From an optimization exercise on the open Yosys and OpenROAD flow, aimed at small area, a short achievable clock period and few clock cycles; shortcuts taken in it are not production practice. At most, simulation tests tie the RTL to the original design; equivalence was not proved. Power figures rest on the tool's default switching activity, not on a simulated workload.

==> inputs of 12-14 <==
==> flow/design.v (excerpt) <==
module evt_agg_enc (
    input  wire        clk,
    input  wire        rst,
    input  wire        cmd_valid,
    output wire        cmd_ready,
    input  wire [31:0] cmd,
    output reg         pkt_valid,
    output reg  [76:0] pkt
);
Settings: LEC_CHECK=0, CAP_MARGIN=20, CORE_MARGIN=2, CORE_UTILIZATION=40, SLEW_MARGIN=20; clock period 13.0 ns.
standard.sh (not shown) runs the stock make flow with config.mk's settings and CLKGATE_MAP_FILE= SYNTH_SCRIPT=/design/flow/synth_recipe.tcl, a recipe that flattens the netlist after the stock synthesis.
==> flow/flow/run.sh <==
#!/bin/bash
# Standard ORFS layout, with repair_timing asked to leave a larger setup
# margin than the 13 ns constraint needs, so that the design is optimised
# for speed. The SDC and every other setting stay the standard flow's own.
set -o pipefail
bash standard.sh SETUP_SLACK_MARGIN=9 finish > standard_flow.log 2>&1
==> 05-27: changes against 12-14 <==
==> flow/run.sh (new file) <==
#!/bin/bash
# synth_recipe.tcl (not shown) runs the flow's synth.tcl, then flattens the netlist and writes it again
# the make line also repeats each setting of config.mk as NAME=value (left out here)
make -C /OpenROAD-flow-scripts/flow DESIGN_CONFIG=/design/flow/config.mk WORK_HOME=/design/flow/orfs CLKGATE_MAP_FILE= SYNTH_SCRIPT=/design/flow/synth_recipe.tcl finish
removed: flow/flow/run.sh
removed: flow/standard.sh
==> flow_metrics.tcl <==
set metrics [dict create \
    outcome "no timing/DRC/antenna violations" \
    n_antenna_cell 1 \
    rsz0062_at_grt "true" \
    crit_top_cell "fa_2" \
    grt_usage_pct 26.0 \
    p_clk_w 0.00320 \
    clkLatencyLatePin_ns 0.75 \
    peakVddDrop_mv 0.103 \
    multi_input_area_share_pct 31.5 \
    area_growth_pct 21.2 \
    switching_share_pct 22.8 \
    total_power_w 0.00744 \
    grt_pass1_vias 29539 \
    cp_max_fo 8 \
    seq-power_w 0.00380 \
    numCtsBuffers 113 \
    grt_max_degree 67 \
    drive_above_1_share_pct 18.3 \
]
That was 12-14.
==> flow_metrics.tcl <==
set metrics [dict create \
    grt_pass1_vias 28723 \
    p_clk_w 0.00330 \
    peakVddDrop_mv 0.113 \
    total_power_w 0.00744 \
    numCtsBuffers 114 \
    rsz0062_at_grt "false" \
    crit_top_cell "fa_1" \
    area_growth_pct 13.5 \
    fin_util_pct 45.7 \
    drive_above_1_share_pct 9.28 \
    clkLatencyLatePin_ns 0.73 \
    n_antenna_cell 0 \
    seq-power_w 0.00383 \
    outcome "no timing/DRC/antenna violations" \
    switching_share_pct 22.2 \
    multi_input_area_share_pct 31.1 \
    area_share_nonclk_buffers_pct 2.19 \
    grt_max_degree 68 \
]
That was 05-27.
No functional check of the RTL was part of any run of this note.


==> inputs of v39 <==
evt_agg_enc, a different RTL version from the one above (not shown whole).
==> flow/design.v (excerpt) <==
module evt_agg_enc (
    input  wire        clk,
    input  wire        rst,
    input  wire        cmd_valid,
    output wire        cmd_ready,
    input  wire [31:0] cmd,
    output reg         pkt_valid,
    output reg  [76:0] pkt
);
export LEC_CHECK = 0
export CAP_MARGIN = 30
export CORE_MARGIN = 2
export CORE_UTILIZATION = 60
export CTS_BUF_LIST = sky130_fd_sc_hd__clkbuf_16
export CTS_CLUSTER_DIAMETER = 60
export CTS_CLUSTER_SIZE = 40
export SLEW_MARGIN = 20
create_clock -name core_clock -period 13.0 [get_ports {clk}]
==> flow/flow/run.sh <==
#!/bin/bash
# Standard ORFS layout, with repair_timing asked to leave a larger setup
# margin than the 13 ns constraint needs, so that the design is optimised
# for speed, and clock tree synthesis without dummy balancing loads.
# The SDC and every other setting stay the standard flow's own.
set -o pipefail
bash standard.sh SETUP_SLACK_MARGIN=9.5 \
  "CTS_ARGS=-sink_clustering_enable -repair_clock_nets -sink_clustering_size 40 -sink_clustering_max_diameter 60 -buf_list sky130_fd_sc_hd__clkbuf_16 -dont_use_dummy_load" \
  finish > standard_flow.log 2>&1
==> inputs of v24, as changes to v39 <==
--- a/flow/design.v
+++ b/flow/design.v
@@ -135,59 +135,30 @@
             d_np[5*g +: 5] <= pop16(k_match_p[16*g +: 16]);
         end
         d_fa    <= lowest_zero(occ);
         d_fb    <= ~lowest_zero(rev64(occ));
     end
-    function [13:0] csa4;           
-        input [4:0] a, b, c, d;
-        reg [4:0] s1, c1;
-        reg [6:0] p, q, r;
-        begin
-            s1 = a ^ b ^ c;
-            c1 = (a & b) | (c & (a ^ b));
-            p = {2'b00, s1};
-            q = {1'b0, c1, 1'b0};
-            r = {2'b00, d};
-            csa4 = {p ^ q ^ r, {(p[5:0] & q[5:0]) | (r[5:0] & (p[5:0] ^ q[5:0])), 1'b0}};
-        end
-    endfunction
-    wire [13:0] cs_n = csa4(d_na[4:0], d_na[9:5], d_na[14:10], d_na[19:15]);
-    wire [13:0] cs_p = csa4(d_np[4:0], d_np[9:5], d_np[14:10], d_np[19:15]);
-    wire [6:0] cnt_x = cs_n[13:7], cnt_y = cs_n[6:0];
-    wire [6:0] pos_x = cs_p[13:7], pos_y = cs_p[6:0];
-    function at_least;
-        input [6:0] x, y;
-        input [6:0] k;
-        reg [7:0] t;
-        begin
-            t = {1'b0, x} + {1'b0, y} + (8'd128 - {1'b0, k});
-            at_least = t[7];
-        end
-    endfunction
-    reg [6:0] k0, k1, k2;
+    wire [4:0] cnt  = (d_na[4:0] + d_na[9:5]) + (d_na[14:10] + d_na[19:15]);
+    wire [4:0] pcnt = (d_np[4:0] + d_np[9:5]) + (d_np[14:10] + d_np[19:15]);
+    reg [2:0] d_g;
+    reg [3:0] d_h;
     always @(*) begin
         case (d_mode)
-            2'd1:    begin k0 = 7'd1;  k1 = 7'd0;  k2 = 7'd0;  end
-            2'd2:    begin k0 = 7'd7;  k1 = 7'd6;  k2 = 7'd5;  end
-            default: begin k0 = 7'd31; k1 = 7'd30; k2 = 7'd29; end
-        endcase
-    end
-    wire [2:0] d_g = {at_least(cnt_x, cnt_y, k2),
-                      at_least(cnt_x, cnt_y, k1),
-                      at_least(cnt_x, cnt_y, k0)};
-    reg [6:0] j0, j1, j2, j3;
-    always @(*) begin
-        case (d_mode)
-            2'd1:    begin j0 = 7'd2;  j1 = 7'd1;  j2 = 7'd0;  j3 = 7'd0;  end
-            2'd2:    begin j0 = 7'd5;  j1 = 7'd4;  j2 = 7'd3;  j3 = 7'd2;  end
-            default: begin j0 = 7'd17; j1 = 7'd16; j2 = 7'd15; j3 = 7'd14; end
-        endcase
-    end
-    wire [3:0] d_h = {at_least(pos_x, pos_y, j3),
-                      at_least(pos_x, pos_y, j2),
-                      at_least(pos_x, pos_y, j1),
-                      at_least(pos_x, pos_y, j0)};
+            2'd1: begin
+                d_g = {2'b11, cnt != 5'd0};
+                d_h = {2'b11, pcnt != 5'd0, pcnt >= 5'd2};
+            end
+            2'd2: begin
+                d_g = {cnt >= 5'd5, cnt >= 5'd6, cnt >= 5'd7};
+                d_h = {pcnt >= 5'd2, pcnt >= 5'd3, pcnt >= 5'd4, pcnt >= 5'd5};
+            end
+            default: begin
+                d_g = {cnt >= 5'd29, cnt >= 5'd30, cnt == 5'd31};
+                d_h = {pcnt >= 5'd14, pcnt >= 5'd15, pcnt >= 5'd16, pcnt >= 5'd17};
+            end
+        endcase
+    end
     reg  [2:1] o_st, o_em, o_clr, o_p;
     reg  [5:0] o_slot1, o_slot2;
     wire [2:1] e = o_clr | (d_s & o_em);    
     wire [2:1] a = d_s & o_st;              
     wire [2:1] b = a & o_p;                 
==> inputs of v1, as changes to v39 <==
--- a/flow/design.v
+++ b/flow/design.v
@@ -42,16 +42,16 @@
         r_p    <= cmd[16];
     end
     reg  [CAP-1:0] occ;
     reg  [KW-1:0]  skey [0:CAP-1];
     reg  [CAP-1:0] sp;
-    reg         k_inj, k_clr, d_inj, d_clr;
-    reg  [1:0]  k_mode, d_mode;
-    reg  [13:0] k_pack, d_pack;
-    reg         k_p, d_p;
-    reg  [CAP-1:0] k_match, d_match;
-    reg  [1:0]  k_s, d_s;           
+    reg         k_inj, k_clr, q_inj, q_clr, d_inj, d_clr;
+    reg  [1:0]  k_mode, q_mode, d_mode;
+    reg  [13:0] k_pack, q_pack, d_pack;
+    reg         k_p, q_p, d_p;
+    reg  [CAP-1:0] k_match, q_match, d_match;
+    reg  [2:0]  k_s, q_s, d_s;      
     reg  [CAP-1:0] match;
     integer i;
     always @(*) begin
         for (i = 0; i < CAP; i = i + 1)
             match[i] = occ[i] & (skey[i] == r_pack[KW-1:0]);
@@ -67,10 +67,11 @@
         k_mode  <= r_mode;
         k_pack  <= r_pack;
         k_p     <= r_p;
         k_match <= match;
         k_s     <= {r_pack[KW-1:0] == d_pack[KW-1:0],
+                    r_pack[KW-1:0] == q_pack[KW-1:0],
                     r_pack[KW-1:0] == k_pack[KW-1:0]};
     end
     function [4:0] pop16;
         input [15:0] v;
         reg [1:0] a0, a1, a2, a3, a4, a5, a6, a7;
@@ -85,11 +86,50 @@
             c0 = b0 + b1; c1 = b2 + b3;
             pop16 = c0 + c1;
         end
     endfunction
     wire [CAP-1:0] k_match_p = k_match & sp;
-    reg  [5:0] d_fa, d_fb;
+    reg  [19:0] q_na, q_np;         
+    integer g;
+    always @(posedge clk) begin
+        if (rst) begin
+            q_inj <= 1'b0;
+            q_clr <= 1'b0;
+        end else begin
+            q_inj <= k_inj;
+            q_clr <= k_clr;
+        end
+        q_mode  <= k_mode;
+        q_pack  <= k_pack;
+        q_p     <= k_p;
+        q_match <= k_match;
+        q_s     <= k_s;
+        for (g = 0; g < 4; g = g + 1) begin
+            q_na[5*g +: 5] <= pop16(k_match[16*g +: 16]);
+            q_np[5*g +: 5] <= pop16(k_match_p[16*g +: 16]);
+        end
+    end
+    wire [4:0] cnt  = (q_na[4:0] + q_na[9:5]) + (q_na[14:10] + q_na[19:15]);
+    wire [4:0] pcnt = (q_np[4:0] + q_np[9:5]) + (q_np[14:10] + q_np[19:15]);
+    reg [3:0] g_n;
+    reg [4:0] h_n;
+    always @(*) begin
+        case (q_mode)
+            2'd1: begin
+                g_n = {3'b111, cnt != 5'd0};
+                h_n = {3'b111, pcnt != 5'd0, pcnt >= 5'd2};
+            end
+            2'd2: begin
+                g_n = {cnt >= 5'd4, cnt >= 5'd5, cnt >= 5'd6, cnt >= 5'd7};
+                h_n = {pcnt >= 5'd1, pcnt >= 5'd2, pcnt >= 5'd3, pcnt >= 5'd4, pcnt >= 5'd5};
+            end
+            default: begin
+                g_n = {cnt >= 5'd28, cnt >= 5'd29, cnt >= 5'd30, cnt == 5'd31};
+                h_n = {pcnt >= 5'd13, pcnt >= 5'd14, pcnt >= 5'd15, pcnt >= 5'd16, pcnt >= 5'd17};
+            end
+        endcase
+    end
     function [5:0] lowest_zero;
         input [63:0] v;
         reg [7:0] grp;
         reg [2:0] gi, bi;
         reg [7:0] sel;
@@ -113,111 +153,60 @@
         begin
             for (b = 0; b < 64; b = b + 1)
                 rev64[b] = v[63-b];
         end
     endfunction
-    reg  [19:0] d_na, d_np;         
-    integer g;
+    reg  [3:0] d_g;
+    reg  [4:0] d_h;
+    reg  [5:0] d_fa, d_fb;
     always @(posedge clk) begin
         if (rst) begin
             d_inj <= 1'b0;
             d_clr <= 1'b0;
         end else begin
-            d_inj <= k_inj;
-            d_clr <= k_clr;
-        end
-        d_mode  <= k_mode;
-        d_pack  <= k_pack;
-        d_p     <= k_p;
-        d_match <= k_match;
-        d_s     <= k_s;
-        for (g = 0; g < 4; g = g + 1) begin
-            d_na[5*g +: 5] <= pop16(k_match[16*g +: 16]);
-            d_np[5*g +: 5] <= pop16(k_match_p[16*g +: 16]);
+            d_inj <= q_inj;
+            d_clr <= q_clr;
         end
+        d_mode  <= q_mode;
+        d_pack  <= q_pack;
+        d_p     <= q_p;
+        d_match <= q_match;
+        d_s     <= q_s;
+        d_g     <= g_n;
+        d_h     <= h_n;
         d_fa    <= lowest_zero(occ);
         d_fb    <= ~lowest_zero(rev64(occ));
     end
-    function [13:0] csa4;           
-        input [4:0] a, b, c, d;
-        reg [4:0] s1, c1;
-        reg [6:0] p, q, r;
-        begin
-            s1 = a ^ b ^ c;
-            c1 = (a & b) | (c & (a ^ b));
-            p = {2'b00, s1};
-            q = {1'b0, c1, 1'b0};
-            r = {2'b00, d};
-            csa4 = {p ^ q ^ r, {(p[5:0] & q[5:0]) | (r[5:0] & (p[5:0] ^ q[5:0])), 1'b0}};
-        end
-    endfunction
-    wire [13:0] cs_n = csa4(d_na[4:0], d_na[9:5], d_na[14:10], d_na[19:15]);
-    wire [13:0] cs_p = csa4(d_np[4:0], d_np[9:5], d_np[14:10], d_np[19:15]);
-    wire [6:0] cnt_x = cs_n[13:7], cnt_y = cs_n[6:0];
-    wire [6:0] pos_x = cs_p[13:7], pos_y = cs_p[6:0];
-    function at_least;
-        input [6:0] x, y;
-        input [6:0] k;
-        reg [7:0] t;
-        begin
-            t = {1'b0, x} + {1'b0, y} + (8'd128 - {1'b0, k});
-            at_least = t[7];
-        end
-    endfunction
-    reg [6:0] k0, k1, k2;
-    always @(*) begin
-        case (d_mode)
-            2'd1:    begin k0 = 7'd1;  k1 = 7'd0;  k2 = 7'd0;  end
-            2'd2:    begin k0 = 7'd7;  k1 = 7'd6;  k2 = 7'd5;  end
-            default: begin k0 = 7'd31; k1 = 7'd30; k2 = 7'd29; end
-        endcase
-    end
-    wire [2:0] d_g = {at_least(cnt_x, cnt_y, k2),
-                      at_least(cnt_x, cnt_y, k1),
-                      at_least(cnt_x, cnt_y, k0)};
-    reg [6:0] j0, j1, j2, j3;
-    always @(*) begin
-        case (d_mode)
-            2'd1:    begin j0 = 7'd2;  j1 = 7'd1;  j2 = 7'd0;  j3 = 7'd0;  end
-            2'd2:    begin j0 = 7'd5;  j1 = 7'd4;  j2 = 7'd3;  j3 = 7'd2;  end
-            default: begin j0 = 7'd17; j1 = 7'd16; j2 = 7'd15; j3 = 7'd14; end
-        endcase
-    end
-    wire [3:0] d_h = {at_least(pos_x, pos_y, j3),
-                      at_least(pos_x, pos_y, j2),
-                      at_least(pos_x, pos_y, j1),
-                      at_least(pos_x, pos_y, j0)};
-    reg  [2:1] o_st, o_em, o_clr, o_p;
-    reg  [5:0] o_slot1, o_slot2;
-    wire [2:1] e = o_clr | (d_s & o_em);    
-    wire [2:1] a = d_s & o_st;              
-    wire [2:1] b = a & o_p;                 
+    reg  [3:1] o_st, o_em, o_clr, o_p;
+    reg  [5:0] o_slot1, o_slot2, o_slot3;
+    wire [3:1] e = o_clr | (d_s & o_em);    
+    wire [3:1] a = d_s & o_st;              
+    wire [3:1] b = a & o_p;                 
     wire mode1 = (d_mode == 2'd1);
+    wire [1:0] na = {1'b0, a[1]} + {1'b0, a[2]} + {1'b0, a[3]};
+    wire [2:0] nb = {2'b0, b[1]} + {2'b0, b[2]} + {2'b0, b[3]} + {2'b0, d_p};
     reg ge;
     always @(*) begin
         if (e[1])
             ge = 1'b0;
         else if (e[2])
             ge = mode1 & a[1];
-        else case (a)
-            2'b00:   ge = d_g[0];
-            2'b11:   ge = d_g[2];
-            default: ge = d_g[1];
-        endcase
+        else if (e[3])
+            ge = mode1 & (a[1] | a[2]);
+        else
+            ge = d_g[na];
     end
     reg op_agg;
     always @(*) begin
         if (e[1])
             op_agg = 1'b0;
         else if (e[2])
             op_agg = b[1] & d_p;
-        else case ({1'b0, b[2]} + {1'b0, b[1]} + {1'b0, d_p})
-            2'd0:    op_agg = d_h[0];
-            2'd1:    op_agg = d_h[1];
-            2'd2:    op_agg = d_h[2];
-            default: op_agg = d_h[3];
-        endcase
+        else if (e[3])
+            op_agg = (b[1] & b[2]) | ((b[1] | b[2]) & d_p);
+        else
+            op_agg = d_h[nb];
     end
     wire full  = &occ;
     wire agg   = (d_mode != 2'd0);
     wire act   = d_inj & agg & ~full;
     wire emit  = act & ge;
@@ -225,32 +214,35 @@
     wire [5:0] slot = o_clr[1] ? 6'd0 :
                       (o_st[1] && o_slot1 == d_fa) ? d_fb : d_fa;
     wire [CAP-1:0] slot_oh = {{(CAP-1){1'b0}}, 1'b1} << slot;
     wire [CAP-1:0] oh1 = {{(CAP-1){1'b0}}, 1'b1} << o_slot1;
     wire [CAP-1:0] oh2 = {{(CAP-1){1'b0}}, 1'b1} << o_slot2;
-    wire [CAP-1:0] cmask = (d_match & {CAP{~e[2]}}) |
+    wire [CAP-1:0] oh3 = {{(CAP-1){1'b0}}, 1'b1} << o_slot3;
+    wire [CAP-1:0] cmask = (d_match & {CAP{~e[3] & ~e[2]}}) |
+                           (a[3] & ~e[2] ? oh3 : {CAP{1'b0}}) |
                            (a[2] ? oh2 : {CAP{1'b0}}) |
                            (a[1] ? oh1 : {CAP{1'b0}});
     always @(posedge clk) begin
         if (rst) begin
             occ   <= {CAP{1'b0}};
-            o_st  <= 2'b00;
-            o_em  <= 2'b00;
-            o_clr <= 2'b00;
+            o_st  <= 3'b000;
+            o_em  <= 3'b000;
+            o_clr <= 3'b000;
         end else begin
             if (d_clr)
                 occ <= {CAP{1'b0}};
             else
                 occ <= (occ & ~(emit ? cmask : {CAP{1'b0}})) |
                        (store ? slot_oh : {CAP{1'b0}});
-            o_st  <= {o_st[1], store};
-            o_em  <= {o_em[1], emit};
-            o_clr <= {o_clr[1], d_clr};
+            o_st  <= {o_st[2:1], store};
+            o_em  <= {o_em[2:1], emit};
+            o_clr <= {o_clr[2:1], d_clr};
         end
-        o_p     <= {o_p[1], d_p};
+        o_p     <= {o_p[2:1], d_p};
         o_slot1 <= slot;
         o_slot2 <= o_slot1;
+        o_slot3 <= o_slot2;
     end
     integer j;
     always @(posedge clk) begin
         for (j = 0; j < CAP; j = j + 1)
             if (!full && slot == j[5:0]) begin
==> flow/flow/run.sh (replaced) <==
#!/bin/bash
# Standard ORFS layout, with repair_timing asked to leave a larger setup
# margin than the 13 ns constraint needs, so that the design is optimised
# for speed, and clock tree synthesis without dummy balancing loads.
# The SDC and every other setting stay the standard flow's own.
set -o pipefail
bash standard.sh SETUP_SLACK_MARGIN=9.4 \
  "CTS_ARGS=-sink_clustering_enable -repair_clock_nets -sink_clustering_size 40 -sink_clustering_max_diameter 60 -buf_list sky130_fd_sc_hd__clkbuf_16 -dont_use_dummy_load" \
  finish > standard_flow.log 2>&1
==> summary.txt <==
- Against v1, the area after synthesis of v39 is smaller by about 4.6%.
- Core utilization: v1 is lower than v24 (1.1 points).
- Global-route usage, lowest first: v1, v24, v39.
- The lowest clock skew belongs to v1, the highest to v39.
- Total power: v24 > v1 > v39.
Testbench counts of v1, summed over its fixed seeds: cycles 10,360.
For v39 and v24, only the layout was checked, not whether the RTL still works.

-- what the ideal ports hide --
Ports are ideal in the flow. The routed layouts listed here were re-timed in OpenROAD. Step 1, drivers: a clkbuf_16 drives clk and a buf_2 each remaining input, both assumed. Step 2 times the ports against the registers' clock, not the clock port: input delays grow and output delays shrink by t, the midpoint of the rising clock arrivals with the driver on. Slacks: ideal ports / drivers / drivers and shift; pairs: ideal ports / drivers.
run | t (ns) | setup WS [ns] | hold WS [ns] | latest minus earliest clock arrival (ns) | worst data-port slew with drivers (ns)
12-14 | 0.786 | 8.176 / 8.176 / 8.176 | 0.326 / 0.326 / 0.326 | 0.075 / 0.075 | 0.05
05-27 | 0.790 | 6.636 / 6.636 / 6.636 | 0.326 / 0.326 / 0.326 | 0.031 / 0.031 | 0.04
v39 | 0.718 | 8.918 / 8.918 / 8.247 | 0.291 / 0.291 / 0.291 | 0.101 / 0.101 | 0.04
v24 | 0.695 | 9.068 / 9.068 / 8.579 | 0.323 / 0.323 / 0.323 | 0.087 / 0.087 | 0.04
v1 | 0.742 | 9.243 / 9.172 / 8.750 | 0.303 / 0.303 / 0.303 | 0.074 / 0.074 | 0.04
After both steps setup and hold are still met in every run listed. For v39, which loses most, drivers alone change the setup slack by 0.000 ns; drivers and shift together by -0.671 ns.
